From an optimization exercise on the open Yosys and OpenROAD flow, aimed at small area, a short achievable clock period and few clock cycles; shortcuts taken in it are not production practice. Where RTL was checked, it was by simulation tests only, not by an equivalence proof against the original.

==> trial 53 <==
Design lz4crc, start of the top module:
module lz4crc (
    input  wire        clk,
    input  wire        rst,             
    input  wire        cmd_valid,
    output wire        cmd_ready,
    input  wire [7:0]  cmd_op,
    input  wire [31:0] cmd_src,
    input  wire [31:0] cmd_len,
    input  wire [31:0] cmd_dst,
    input  wire [31:0] cmd_cap,
    output reg         done,
    output reg  [7:0]  status,
    output reg  [31:0] result,
    output wire        mem_req,
    output wire        mem_we,
    output wire [29:0] mem_addr,
    output wire [3:0]  mem_wstrb,
    output wire [31:0] mem_wdata,
    input  wire        mem_gnt,
    input  wire        mem_rvalid,
    input  wire [31:0] mem_rdata
);
Settings: LEC_CHECK=0, CAP_MARGIN=20, CORE_MARGIN=2, CORE_UTILIZATION=40, SLEW_MARGIN=20; clock period 8.0 ns.
run.sh (not shown) runs the stock make flow with config.mk's settings and CLKGATE_MAP_FILE= SYNTH_SCRIPT=/design/flow/synth_recipe.tcl, a recipe that flattens the netlist after the stock synthesis.
==> inputs of build 79, as changes to trial 53 <==
SETUP_SLACK_MARGIN = 2.5   (was unset)
==> summary of the runs <==
Synthesized cell count is the same in build 79 and trial 53. Of trial 53 and build 79, build 79 has the higher global-route usage (gap 2.9 points). Between trial 53 and build 79, the lower wire length is in trial 53 (gap 11%, measured against build 79). Against build 79, the clock-buffer cell count of trial 53 is lower by 5. Of build 79 and trial 53, build 79 has the higher utilization (gap 9.9 points).
==> figures <==
                                                             build 79                          trial 53
Hold Startpoint                                             status[2]                         status[3]
Antenna violations before repair                                    6                                 9
Minimum setup slack among reg-to-reg paths                    1.40 ns                           0.62 ns
Multi-input gate share of total cell area                       54.2%                             55.9%
Met1 wire length                                             64700 um                          60700 um
Final RePlAce weighted congestion                               0.979                             0.995
DR vias/cell                                                     5.98                              5.88
Worst path arrival time                                       5.04 ns                           6.07 ns
Inst Count DP                                                    5758                              5774
Result of the run                            timing/DRC/antenna clean          timing/DRC/antenna clean
Biggest cell delay along the critical path                    0.47 ns                           0.60 ns
Count of clock buffers in the final design                         65                                60
Final area over synthesized area                               1.414x                            1.169x
Max stage delay cell, worst path            sky130_fd_sc_hd__edfxtp_1  sky130_fd_sc_hd__clkdlybuf4s50_1
Function was not checked in any run of this note: the RTL went through the layout flow alone.

==> inputs of exp/xenon <==
Another version of the RTL of lz4crc (not shown whole).
export LEC_CHECK = 0
export CAP_MARGIN = 20
export CORE_MARGIN = 2
export CORE_UTILIZATION = 40
export SETUP_SLACK_MARGIN = 2.0
export SLEW_MARGIN = 20
create_clock -name core_clock -period 8.0 [get_ports {clk}]
==> exp/umber: changes against exp/xenon <==
--- a/flow/design.v
+++ b/flow/design.v
@@ -36,12 +36,11 @@
                      S_LCHK  = 4'd5,     
                      S_LIT   = 4'd6,     
                      S_MEXT  = 4'd7,     
                      S_MCHK  = 4'd8,     
                      S_MCOPY = 4'd9,     
-                     S_CHK2  = 4'd10,    
-                     S_DONE  = 4'd12;    
+                     S_CHK2  = 4'd10;    
     reg [3:0]  state;
     reg [1:0]  kind;
     reg [31:0] sa;              
     reg [31:0] s_left;          
     reg [31:0] wp;              
@@ -49,12 +48,10 @@
     reg [31:0] opos;            
     reg [32:0] acc;             
     reg [3:0]  mnib;
     reg [15:0] offset;
     reg        se32, de32;      
-    reg [4:1]  hav;             
-    reg [2:0]  fcode;           
     reg [29:0] rq;              
     reg [1:0]  pos;             
     reg [1:0]  nval;            
     reg [1:0]  outs;            
     reg [2:0]  disc;            
@@ -243,19 +240,11 @@
             2'd1: fits3 = (n <= 3'd2);
             2'd2: fits3 = (n <= 3'd1);
             default: fits3 = (n == 3'd0);
         endcase
     endfunction
-    wire       have_ok = (nneed == 3'd1) ? hav[1] : (nneed == 3'd2) ? hav[2] :
-                         (nneed == 3'd3) ? hav[3] : (nneed == 3'd4) ? hav[4] : 1'b1;
-    function [4:1] hav_f;
-        input [1:0] nv;
-        input [1:0] p;
-        integer k;
-        for (k = 1; k <= 4; k = k + 1)
-            hav_f[k] = ({nv, 2'b00} >= {2'b00, p} + k);
-    endfunction
+    wire       have_ok = nval[1] || (nval[0] && fits4(pos, nneed));
     wire wr_rdy  = st_copy && acc_nz && have_ok;
     wire hdr_rdy = (st_hdr1 || (state == S_CRC) || (st_off && !s_one)) && s_nz && have_ok;
     function gt_thr;
         input [3:0] v;
         input [1:0] nv;
@@ -533,12 +522,11 @@
             S_MEXT:  lim_ok = h_more;
             S_MCHK:  lim_ok = 1'b0;
             default: lim_ok = 1'b1;
         endcase
     end
-    wire       rd_act = (state != S_IDLE) && (state != S_CHECK) && (state != S_CHK2) &&
-                         (state != S_DONE);
+    wire       rd_act = (state != S_IDLE) && (state != S_CHECK) && (state != S_CHK2);
     wire       pf_ok  = s_nz && (shi || gt_thr(s_left[3:0], sf, 2'd0, spos, 2'd0));
     wire       rd_ok  = msrc ? (per ? (mw != 2'd0) : pf ? pf_ok : ((dh != 4'd0) && a_more)) : (s_more && lim_ok);
     wire       w_full3 = (nval == 2'd3) ? (outs == 2'd0) : (nval == 2'd2) ? (outs == 2'd1) :
                          (nval == 2'd1) ? (outs == 2'd2) : (outs == 2'd3);
     wire       h_shift = hdr_rdy && !fits3(pos, nhdr);
@@ -562,12 +550,10 @@
     wire       xdrop  = (state == S_MCOPY) && !acc_nz && pf && (pos != 2'd0);
     wire       shift  = (cons && !fits3(pos, ncons)) || xdrop;
     wire       load   = mem_rvalid && (disc == 3'd0);
     wire       drop   = mem_rvalid && (disc != 3'd0);
     wire [1:0] nv_s   = nval - {1'b0, shift};
-    wire [1:0] nval_g = nv_s + {1'b0, load};
-    wire [1:0] pos_g  = cons ? posn[1:0] : pos;
     wire [1:0] outs_n = outs + {1'b0, rd_go} - {1'b0, load};
     wire [2:0] disc_d = disc - {2'b0, drop};
     wire [2:0] disc_n = disc_d + {1'b0, outs_n};
     wire [7:0] hb = y[7:0];    
     wire        chk      = (state == S_CHECK);
@@ -579,11 +565,12 @@
     wire [32:0] sas      = chk ? ({1'b0, sas_a} + {1'b0, sas_b}) : ({1'b0, sas_a} - {1'b0, sas_b});
     wire        st_tok   = (state == S_TOK);
     wire [31:0] lopnd    = st_tok ? {28'd0, hb[7:4]} : st_off ? {27'd0, {1'b0, mnib} + 5'd4} : acc[31:0];
     wire [32:0] opa      = {1'b0, opos} + {1'b0, lopnd};            
     wire [32:0] cla      = {1'b0, c_left} - {1'b0, lopnd};
-    wire        tok_fast = shi && (c_left[31:4] != 28'd0);
+    wire        tok_gt_s = !shi && (s_left[3:0] <= hb[7:4]);
+    wire        tok_gt_c = (c_left[31:4] == 28'd0) && (c_left[3:0] < hb[7:4]);
     wire        acc_gt_c = acc[32] || cla[32];
     wire        acc_gt_s = acc[32] || (acc[31:0] > s_left);
     wire [31:0] sln      = s_left - {29'd0, nhdr_c};
     wire        src_wrap = se32 && (sa != 32'd0);
     wire        dst_wrap = de32 && (opos != 32'd0);
@@ -602,30 +589,28 @@
             state  <= S_IDLE;
             done   <= 1'b0;
             status <= 8'h00;
             result <= 32'd0;
             nval   <= 2'd0;
-            hav    <= 4'd0;
             outs   <= 2'd0;
             disc   <= 3'd0;
             msrc   <= 1'b0;
             per    <= 1'b0;
             pf     <= 1'b0;
         end else begin
             done <= 1'b0;
-            pos  <= pos_g;
-            hav  <= hav_f(nval_g, pos_g);
+            if (cons) pos <= posn[1:0];
             if (shift) begin
                 w0 <= w1;
                 w1 <= w2;
             end
             if (load) begin
                 if ((nval == 2'd0) || (nval == 2'd1 && shift)) w0 <= mem_rdata;
                 if ((nval == 2'd1 && !shift) || (nval == 2'd2 && shift)) w1 <= mem_rdata;
                 if ((nval == 2'd2 && !shift) || (nval == 2'd3 && shift)) w2 <= mem_rdata;
             end
-            nval <= nval_g;
+            nval <= nv_s + {1'b0, load};
             outs <= outs_n;
             disc <= disc_d;
             if (rd_go) rq <= addr_inc;
             if (rd_go && pf) sf <= sf + 2'd1;
             if (rd_go && msrc) begin
@@ -670,16 +655,14 @@
                     opos   <= opa[31:0];
                     de32   <= opa[32];
                     c_left <= acc[31:0];
                     rq     <= sa[31:2];
                     pos    <= sa[1:0];
-                    hav    <= hav_f(nval_g, sa[1:0]);
                     state  <= S_CHK2;
                 end
                 S_CHK2: begin
                     nval   <= 2'd0;
-            hav    <= 4'd0;
                     msrc   <= 1'b0;
                     per    <= 1'b0;
                     opos   <= 32'd0;
                     if (kind == K_CRC) c_left <= 32'hFFFFFFFF;
                     case (kind)
@@ -703,29 +686,27 @@
                     if (!s_nz) finish(ST_SRC_OVERRUN, 32'd0);
                     else if (hdr_rdy) begin
                         mnib  <= hb[3:0];
                         set_acc({29'd0, hb[7:4]});
                         if (hb[7:4] == 4'hF) state <= S_LEXT;
-                        else if (!tok_fast)  state <= S_LCHK;
                         else begin
                             c_left <= cla[31:0];
                             opos   <= opa[31:0];
-                            state  <= S_LIT;
+                            if (tok_gt_s)      finish(ST_SRC_OVERRUN, 32'd0);
+                            else if (tok_gt_c) finish(ST_DST_OVERRUN, 32'd0);
+                            else               state <= S_LIT;
                         end
                     end
                 end
                 S_LEXT, S_MEXT: begin
                     if (!s_nz) finish(ST_SRC_OVERRUN, 32'd0);
                     else if (hdr_rdy) begin
-                        acc <= {acc[32] | acc_sum[32], acc_sum[31:0]};    
+                        set_acc({acc[32] | acc_sum[32], acc_sum[31:0]});
                         if (hb != 8'hFF) state <= (state == S_LEXT) ? S_LCHK : S_MCHK;
                     end
                 end
                 S_LCHK: begin
-                    az   <= (acc == 33'd0);
-                    alt4 <= (acc[32:2] == 31'd0);
-                    ahi  <= (acc[32:4] != 29'd0);
                     c_left <= cla[31:0];
                     opos   <= opa[31:0];
                     if (acc_gt_s)      finish(ST_SRC_OVERRUN, 32'd0);
                     else if (acc_gt_c) finish(ST_DST_OVERRUN, 32'd0);
                     else               state <= S_LIT;
@@ -740,20 +721,14 @@
                             if (mnib == 4'hF) state <= S_MEXT;
                             else              match_start;
                         end
                     end
                 end
-                S_MCHK: begin
-                    az   <= 1'b0;                    
-                    alt4 <= 1'b0;
-                    ahi  <= (acc[32:4] != 29'd0);
-                    match_start;
-                end
+                S_MCHK: match_start;
                 S_MCOPY: begin
                     if (!acc_nz && pf) begin
                         pos   <= spos;
-                        hav   <= hav_f(nval_g, spos);
                         msrc  <= 1'b0;
                         pf    <= 1'b0;
                         state <= S_TOK;
                     end else if (acc_nz && !per && !pf && !a_more) begin
                         pf   <= 1'b1;
@@ -762,38 +737,17 @@
                         sf   <= 2'd0;
                     end else if (!acc_nz) begin
                         rq   <= sas[31:2];
                         pos  <= sas[1:0];    
                         nval <= 2'd0;
-                        hav  <= 4'd0;
                         outs <= 2'd0;
                         disc <= disc_n;
                         msrc <= 1'b0;
                         per  <= 1'b0;
                         state <= S_TOK;
                     end
                 end
-                S_DONE: begin
-                    case (fcode)
-                        3'd0: status <= ST_OK;
-                        3'd1: status <= ST_SRC_OVERRUN;
-                        3'd2: status <= ST_DST_OVERRUN;
-                        3'd3: status <= ST_BAD_OFFSET;
-                        3'd4: status <= ST_ILLEGAL_OP;
-                        3'd5: status <= ST_BAD_RANGE;
-                        default: status <= ST_UNAVAILABLE;
-                    endcase
-                    result <= (fcode != 3'd0) ? 32'd0 : (kind == K_CRC) ? ~c_left : opos;
-                    done   <= 1'b1;
-                    state  <= S_IDLE;
-                    nval   <= 2'd0;
-                    hav    <= 4'd0;
-                    outs   <= 2'd0;
-                    disc   <= disc_n;
-                    msrc   <= 1'b0;
-                    per    <= 1'b0;
-                end
                 default: state <= S_IDLE;
             endcase
         end
     end
     task match_start;
@@ -801,11 +755,10 @@
                         c_left <= cla[31:0];
                         opos   <= opa[31:0];
                         rq   <= mstart[31:2];
                         pos  <= mstart[1:0];
                         nval <= 2'd0;
-                        hav  <= 4'd0;
                         outs <= 2'd0;
                         disc <= disc_n;
                         msrc <= 1'b1;
                         pf   <= 1'b0;
                         per  <= (offv[15:3] == 13'd0) && (offv[2:0] <= 3'd4);
@@ -836,20 +789,19 @@
             shi    <= (v[31:4] != 28'd0);
         end
     endtask
     task finish;
         input [7:0]  code;
-        input [31:0] value;     
+        input [31:0] value;
         begin
-            state <= S_DONE;
-            case (code)
-                ST_OK:          fcode <= 3'd0;
-                ST_SRC_OVERRUN: fcode <= 3'd1;
-                ST_DST_OVERRUN: fcode <= 3'd2;
-                ST_BAD_OFFSET:  fcode <= 3'd3;
-                ST_ILLEGAL_OP:  fcode <= 3'd4;
-                ST_BAD_RANGE:   fcode <= 3'd5;
-                default:        fcode <= 3'd6;
-            endcase
+            status <= code;
+            result <= value;
+            done   <= 1'b1;
+            state  <= S_IDLE;
+            nval   <= 2'd0;
+            outs   <= 2'd0;
+            disc   <= disc_n;
+            msrc   <= 1'b0;
+            per    <= 1'b0;
         end
     endtask
 endmodule
Settings changed: CORE_UTILIZATION 40 to 55, SETUP_SLACK_MARGIN 2.0 to 3.0.
==> exp/cedar: changes against exp/xenon <==
--- a/flow/design.v
+++ b/flow/design.v
@@ -36,12 +36,11 @@
                      S_LCHK  = 4'd5,     
                      S_LIT   = 4'd6,     
                      S_MEXT  = 4'd7,     
                      S_MCHK  = 4'd8,     
                      S_MCOPY = 4'd9,     
-                     S_CHK2  = 4'd10,    
-                     S_DONE  = 4'd12;    
+                     S_CHK2  = 4'd10;    
     reg [3:0]  state;
     reg [1:0]  kind;
     reg [31:0] sa;              
     reg [31:0] s_left;          
     reg [31:0] wp;              
@@ -49,12 +48,10 @@
     reg [31:0] opos;            
     reg [32:0] acc;             
     reg [3:0]  mnib;
     reg [15:0] offset;
     reg        se32, de32;      
-    reg [4:1]  hav;             
-    reg [2:0]  fcode;           
     reg [29:0] rq;              
     reg [1:0]  pos;             
     reg [1:0]  nval;            
     reg [1:0]  outs;            
     reg [2:0]  disc;            
@@ -243,19 +240,11 @@
             2'd1: fits3 = (n <= 3'd2);
             2'd2: fits3 = (n <= 3'd1);
             default: fits3 = (n == 3'd0);
         endcase
     endfunction
-    wire       have_ok = (nneed == 3'd1) ? hav[1] : (nneed == 3'd2) ? hav[2] :
-                         (nneed == 3'd3) ? hav[3] : (nneed == 3'd4) ? hav[4] : 1'b1;
-    function [4:1] hav_f;
-        input [1:0] nv;
-        input [1:0] p;
-        integer k;
-        for (k = 1; k <= 4; k = k + 1)
-            hav_f[k] = ({nv, 2'b00} >= {2'b00, p} + k);
-    endfunction
+    wire       have_ok = nval[1] || (nval[0] && fits4(pos, nneed));
     wire wr_rdy  = st_copy && acc_nz && have_ok;
     wire hdr_rdy = (st_hdr1 || (state == S_CRC) || (st_off && !s_one)) && s_nz && have_ok;
     function gt_thr;
         input [3:0] v;
         input [1:0] nv;
@@ -533,12 +522,11 @@
             S_MEXT:  lim_ok = h_more;
             S_MCHK:  lim_ok = 1'b0;
             default: lim_ok = 1'b1;
         endcase
     end
-    wire       rd_act = (state != S_IDLE) && (state != S_CHECK) && (state != S_CHK2) &&
-                         (state != S_DONE);
+    wire       rd_act = (state != S_IDLE) && (state != S_CHECK) && (state != S_CHK2);
     wire       pf_ok  = s_nz && (shi || gt_thr(s_left[3:0], sf, 2'd0, spos, 2'd0));
     wire       rd_ok  = msrc ? (per ? (mw != 2'd0) : pf ? pf_ok : ((dh != 4'd0) && a_more)) : (s_more && lim_ok);
     wire       w_full3 = (nval == 2'd3) ? (outs == 2'd0) : (nval == 2'd2) ? (outs == 2'd1) :
                          (nval == 2'd1) ? (outs == 2'd2) : (outs == 2'd3);
     wire       h_shift = hdr_rdy && !fits3(pos, nhdr);
@@ -562,12 +550,10 @@
     wire       xdrop  = (state == S_MCOPY) && !acc_nz && pf && (pos != 2'd0);
     wire       shift  = (cons && !fits3(pos, ncons)) || xdrop;
     wire       load   = mem_rvalid && (disc == 3'd0);
     wire       drop   = mem_rvalid && (disc != 3'd0);
     wire [1:0] nv_s   = nval - {1'b0, shift};
-    wire [1:0] nval_g = nv_s + {1'b0, load};
-    wire [1:0] pos_g  = cons ? posn[1:0] : pos;
     wire [1:0] outs_n = outs + {1'b0, rd_go} - {1'b0, load};
     wire [2:0] disc_d = disc - {2'b0, drop};
     wire [2:0] disc_n = disc_d + {1'b0, outs_n};
     wire [7:0] hb = y[7:0];    
     wire        chk      = (state == S_CHECK);
@@ -579,11 +565,12 @@
     wire [32:0] sas      = chk ? ({1'b0, sas_a} + {1'b0, sas_b}) : ({1'b0, sas_a} - {1'b0, sas_b});
     wire        st_tok   = (state == S_TOK);
     wire [31:0] lopnd    = st_tok ? {28'd0, hb[7:4]} : st_off ? {27'd0, {1'b0, mnib} + 5'd4} : acc[31:0];
     wire [32:0] opa      = {1'b0, opos} + {1'b0, lopnd};            
     wire [32:0] cla      = {1'b0, c_left} - {1'b0, lopnd};
-    wire        tok_fast = shi && (c_left[31:4] != 28'd0);
+    wire        tok_gt_s = !shi && (s_left[3:0] <= hb[7:4]);
+    wire        tok_gt_c = (c_left[31:4] == 28'd0) && (c_left[3:0] < hb[7:4]);
     wire        acc_gt_c = acc[32] || cla[32];
     wire        acc_gt_s = acc[32] || (acc[31:0] > s_left);
     wire [31:0] sln      = s_left - {29'd0, nhdr_c};
     wire        src_wrap = se32 && (sa != 32'd0);
     wire        dst_wrap = de32 && (opos != 32'd0);
@@ -602,30 +589,28 @@
             state  <= S_IDLE;
             done   <= 1'b0;
             status <= 8'h00;
             result <= 32'd0;
             nval   <= 2'd0;
-            hav    <= 4'd0;
             outs   <= 2'd0;
             disc   <= 3'd0;
             msrc   <= 1'b0;
             per    <= 1'b0;
             pf     <= 1'b0;
         end else begin
             done <= 1'b0;
-            pos  <= pos_g;
-            hav  <= hav_f(nval_g, pos_g);
+            if (cons) pos <= posn[1:0];
             if (shift) begin
                 w0 <= w1;
                 w1 <= w2;
             end
             if (load) begin
                 if ((nval == 2'd0) || (nval == 2'd1 && shift)) w0 <= mem_rdata;
                 if ((nval == 2'd1 && !shift) || (nval == 2'd2 && shift)) w1 <= mem_rdata;
                 if ((nval == 2'd2 && !shift) || (nval == 2'd3 && shift)) w2 <= mem_rdata;
             end
-            nval <= nval_g;
+            nval <= nv_s + {1'b0, load};
             outs <= outs_n;
             disc <= disc_d;
             if (rd_go) rq <= addr_inc;
             if (rd_go && pf) sf <= sf + 2'd1;
             if (rd_go && msrc) begin
@@ -670,16 +655,14 @@
                     opos   <= opa[31:0];
                     de32   <= opa[32];
                     c_left <= acc[31:0];
                     rq     <= sa[31:2];
                     pos    <= sa[1:0];
-                    hav    <= hav_f(nval_g, sa[1:0]);
                     state  <= S_CHK2;
                 end
                 S_CHK2: begin
                     nval   <= 2'd0;
-            hav    <= 4'd0;
                     msrc   <= 1'b0;
                     per    <= 1'b0;
                     opos   <= 32'd0;
                     if (kind == K_CRC) c_left <= 32'hFFFFFFFF;
                     case (kind)
@@ -703,29 +686,27 @@
                     if (!s_nz) finish(ST_SRC_OVERRUN, 32'd0);
                     else if (hdr_rdy) begin
                         mnib  <= hb[3:0];
                         set_acc({29'd0, hb[7:4]});
                         if (hb[7:4] == 4'hF) state <= S_LEXT;
-                        else if (!tok_fast)  state <= S_LCHK;
                         else begin
                             c_left <= cla[31:0];
                             opos   <= opa[31:0];
-                            state  <= S_LIT;
+                            if (tok_gt_s)      finish(ST_SRC_OVERRUN, 32'd0);
+                            else if (tok_gt_c) finish(ST_DST_OVERRUN, 32'd0);
+                            else               state <= S_LIT;
                         end
                     end
                 end
                 S_LEXT, S_MEXT: begin
                     if (!s_nz) finish(ST_SRC_OVERRUN, 32'd0);
                     else if (hdr_rdy) begin
-                        acc <= {acc[32] | acc_sum[32], acc_sum[31:0]};    
+                        set_acc({acc[32] | acc_sum[32], acc_sum[31:0]});
                         if (hb != 8'hFF) state <= (state == S_LEXT) ? S_LCHK : S_MCHK;
                     end
                 end
                 S_LCHK: begin
-                    az   <= (acc == 33'd0);
-                    alt4 <= (acc[32:2] == 31'd0);
-                    ahi  <= (acc[32:4] != 29'd0);
                     c_left <= cla[31:0];
                     opos   <= opa[31:0];
                     if (acc_gt_s)      finish(ST_SRC_OVERRUN, 32'd0);
                     else if (acc_gt_c) finish(ST_DST_OVERRUN, 32'd0);
                     else               state <= S_LIT;
@@ -740,20 +721,14 @@
                             if (mnib == 4'hF) state <= S_MEXT;
                             else              match_start;
                         end
                     end
                 end
-                S_MCHK: begin
-                    az   <= 1'b0;                    
-                    alt4 <= 1'b0;
-                    ahi  <= (acc[32:4] != 29'd0);
-                    match_start;
-                end
+                S_MCHK: match_start;
                 S_MCOPY: begin
                     if (!acc_nz && pf) begin
                         pos   <= spos;
-                        hav   <= hav_f(nval_g, spos);
                         msrc  <= 1'b0;
                         pf    <= 1'b0;
                         state <= S_TOK;
                     end else if (acc_nz && !per && !pf && !a_more) begin
                         pf   <= 1'b1;
@@ -762,38 +737,17 @@
                         sf   <= 2'd0;
                     end else if (!acc_nz) begin
                         rq   <= sas[31:2];
                         pos  <= sas[1:0];    
                         nval <= 2'd0;
-                        hav  <= 4'd0;
                         outs <= 2'd0;
                         disc <= disc_n;
                         msrc <= 1'b0;
                         per  <= 1'b0;
                         state <= S_TOK;
                     end
                 end
-                S_DONE: begin
-                    case (fcode)
-                        3'd0: status <= ST_OK;
-                        3'd1: status <= ST_SRC_OVERRUN;
-                        3'd2: status <= ST_DST_OVERRUN;
-                        3'd3: status <= ST_BAD_OFFSET;
-                        3'd4: status <= ST_ILLEGAL_OP;
-                        3'd5: status <= ST_BAD_RANGE;
-                        default: status <= ST_UNAVAILABLE;
-                    endcase
-                    result <= (fcode != 3'd0) ? 32'd0 : (kind == K_CRC) ? ~c_left : opos;
-                    done   <= 1'b1;
-                    state  <= S_IDLE;
-                    nval   <= 2'd0;
-                    hav    <= 4'd0;
-                    outs   <= 2'd0;
-                    disc   <= disc_n;
-                    msrc   <= 1'b0;
-                    per    <= 1'b0;
-                end
                 default: state <= S_IDLE;
             endcase
         end
     end
     task match_start;
@@ -801,11 +755,10 @@
                         c_left <= cla[31:0];
                         opos   <= opa[31:0];
                         rq   <= mstart[31:2];
                         pos  <= mstart[1:0];
                         nval <= 2'd0;
-                        hav  <= 4'd0;
                         outs <= 2'd0;
                         disc <= disc_n;
                         msrc <= 1'b1;
                         pf   <= 1'b0;
                         per  <= (offv[15:3] == 13'd0) && (offv[2:0] <= 3'd4);
@@ -836,20 +789,19 @@
             shi    <= (v[31:4] != 28'd0);
         end
     endtask
     task finish;
         input [7:0]  code;
-        input [31:0] value;     
+        input [31:0] value;
         begin
-            state <= S_DONE;
-            case (code)
-                ST_OK:          fcode <= 3'd0;
-                ST_SRC_OVERRUN: fcode <= 3'd1;
-                ST_DST_OVERRUN: fcode <= 3'd2;
-                ST_BAD_OFFSET:  fcode <= 3'd3;
-                ST_ILLEGAL_OP:  fcode <= 3'd4;
-                ST_BAD_RANGE:   fcode <= 3'd5;
-                default:        fcode <= 3'd6;
-            endcase
+            status <= code;
+            result <= value;
+            done   <= 1'b1;
+            state  <= S_IDLE;
+            nval   <= 2'd0;
+            outs   <= 2'd0;
+            disc   <= disc_n;
+            msrc   <= 1'b0;
+            per    <= 1'b0;
         end
     endtask
 endmodule
Settings changed: SETUP_SLACK_MARGIN 2.0 to 2.25.
==> flow_metrics.env <==
export IMPL_min_path_cells=1
export IMPL_synth_edf_count=364
export IMPL_status="timing/DRC/antenna clean"
export IMPL_synthesis_area_um2=42300
-- figures above: exp/umber

==> flow_metrics.env <==
export IMPL_min_path_cells=1
export IMPL_status="timing/DRC/antenna clean"
export IMPL_synthesis_area_um2=42300
export IMPL_arrival_ps=6160
-- figures above: exp/cedar

==> flow_metrics.env <==
export IMPL_synth_edf_count=367
export IMPL_synthesis_area_um2=41900
export IMPL_hold_slack_ps=466
export IMPL_status="timing/DRC/antenna clean"
export IMPL_min_path_cells=2
export IMPL_diodes=1
export IMPL_slew_headroom_pct=20.2
-- figures above: exp/xenon

Testbench counts of exp/umber, summed over its fixed seeds: cycles 77,454.
Testbench counts of exp/cedar, summed over its fixed seeds: cycles 77,454.
For exp/xenon, only the layout was checked, not whether the RTL still works.

[re-timing with driven ports]
The flow's constraints put no driver on any port. The routed layouts listed below were extracted and timed again, unchanged, in two steps. Step 1 sets driving cells, clkbuf_16 on the clock port and buf_2 on the other inputs (assumed; they add their load-dependent delay and slew). Step 2 moves the port delays by t, midway between the first and last clock arrival at a register: inputs arrive t later, outputs are due t later. That takes back most of the time a late clock gives input paths. Slacks: ideal ports / drivers / drivers and shift; pairs: ideal ports / drivers.
run	t, ns	setup WS [ns]	worst setup path after step 2	clock arrival spread, ns	slew at the worst register clock pin (ns)
trial 53	0.708	0.334 / 0.266 / 0.623	register to register	0.038 / 0.038	0.07 / 0.07
build 79	0.742	1.360 / 1.287 / 1.403	register to register	0.033 / 0.033	0.07 / 0.07
exp/xenon	0.745	2.062 / 1.990 / 2.082	register to register	0.028 / 0.028	0.07 / 0.07
exp/umber	0.714	2.390 / 2.322 / 2.390	register to register	0.030 / 0.030	0.07 / 0.07
exp/cedar	0.743	2.227 / 2.227 / 2.227	register to register	0.040 / 0.040	0.07 / 0.07
After both steps every run listed still meets setup and hold.
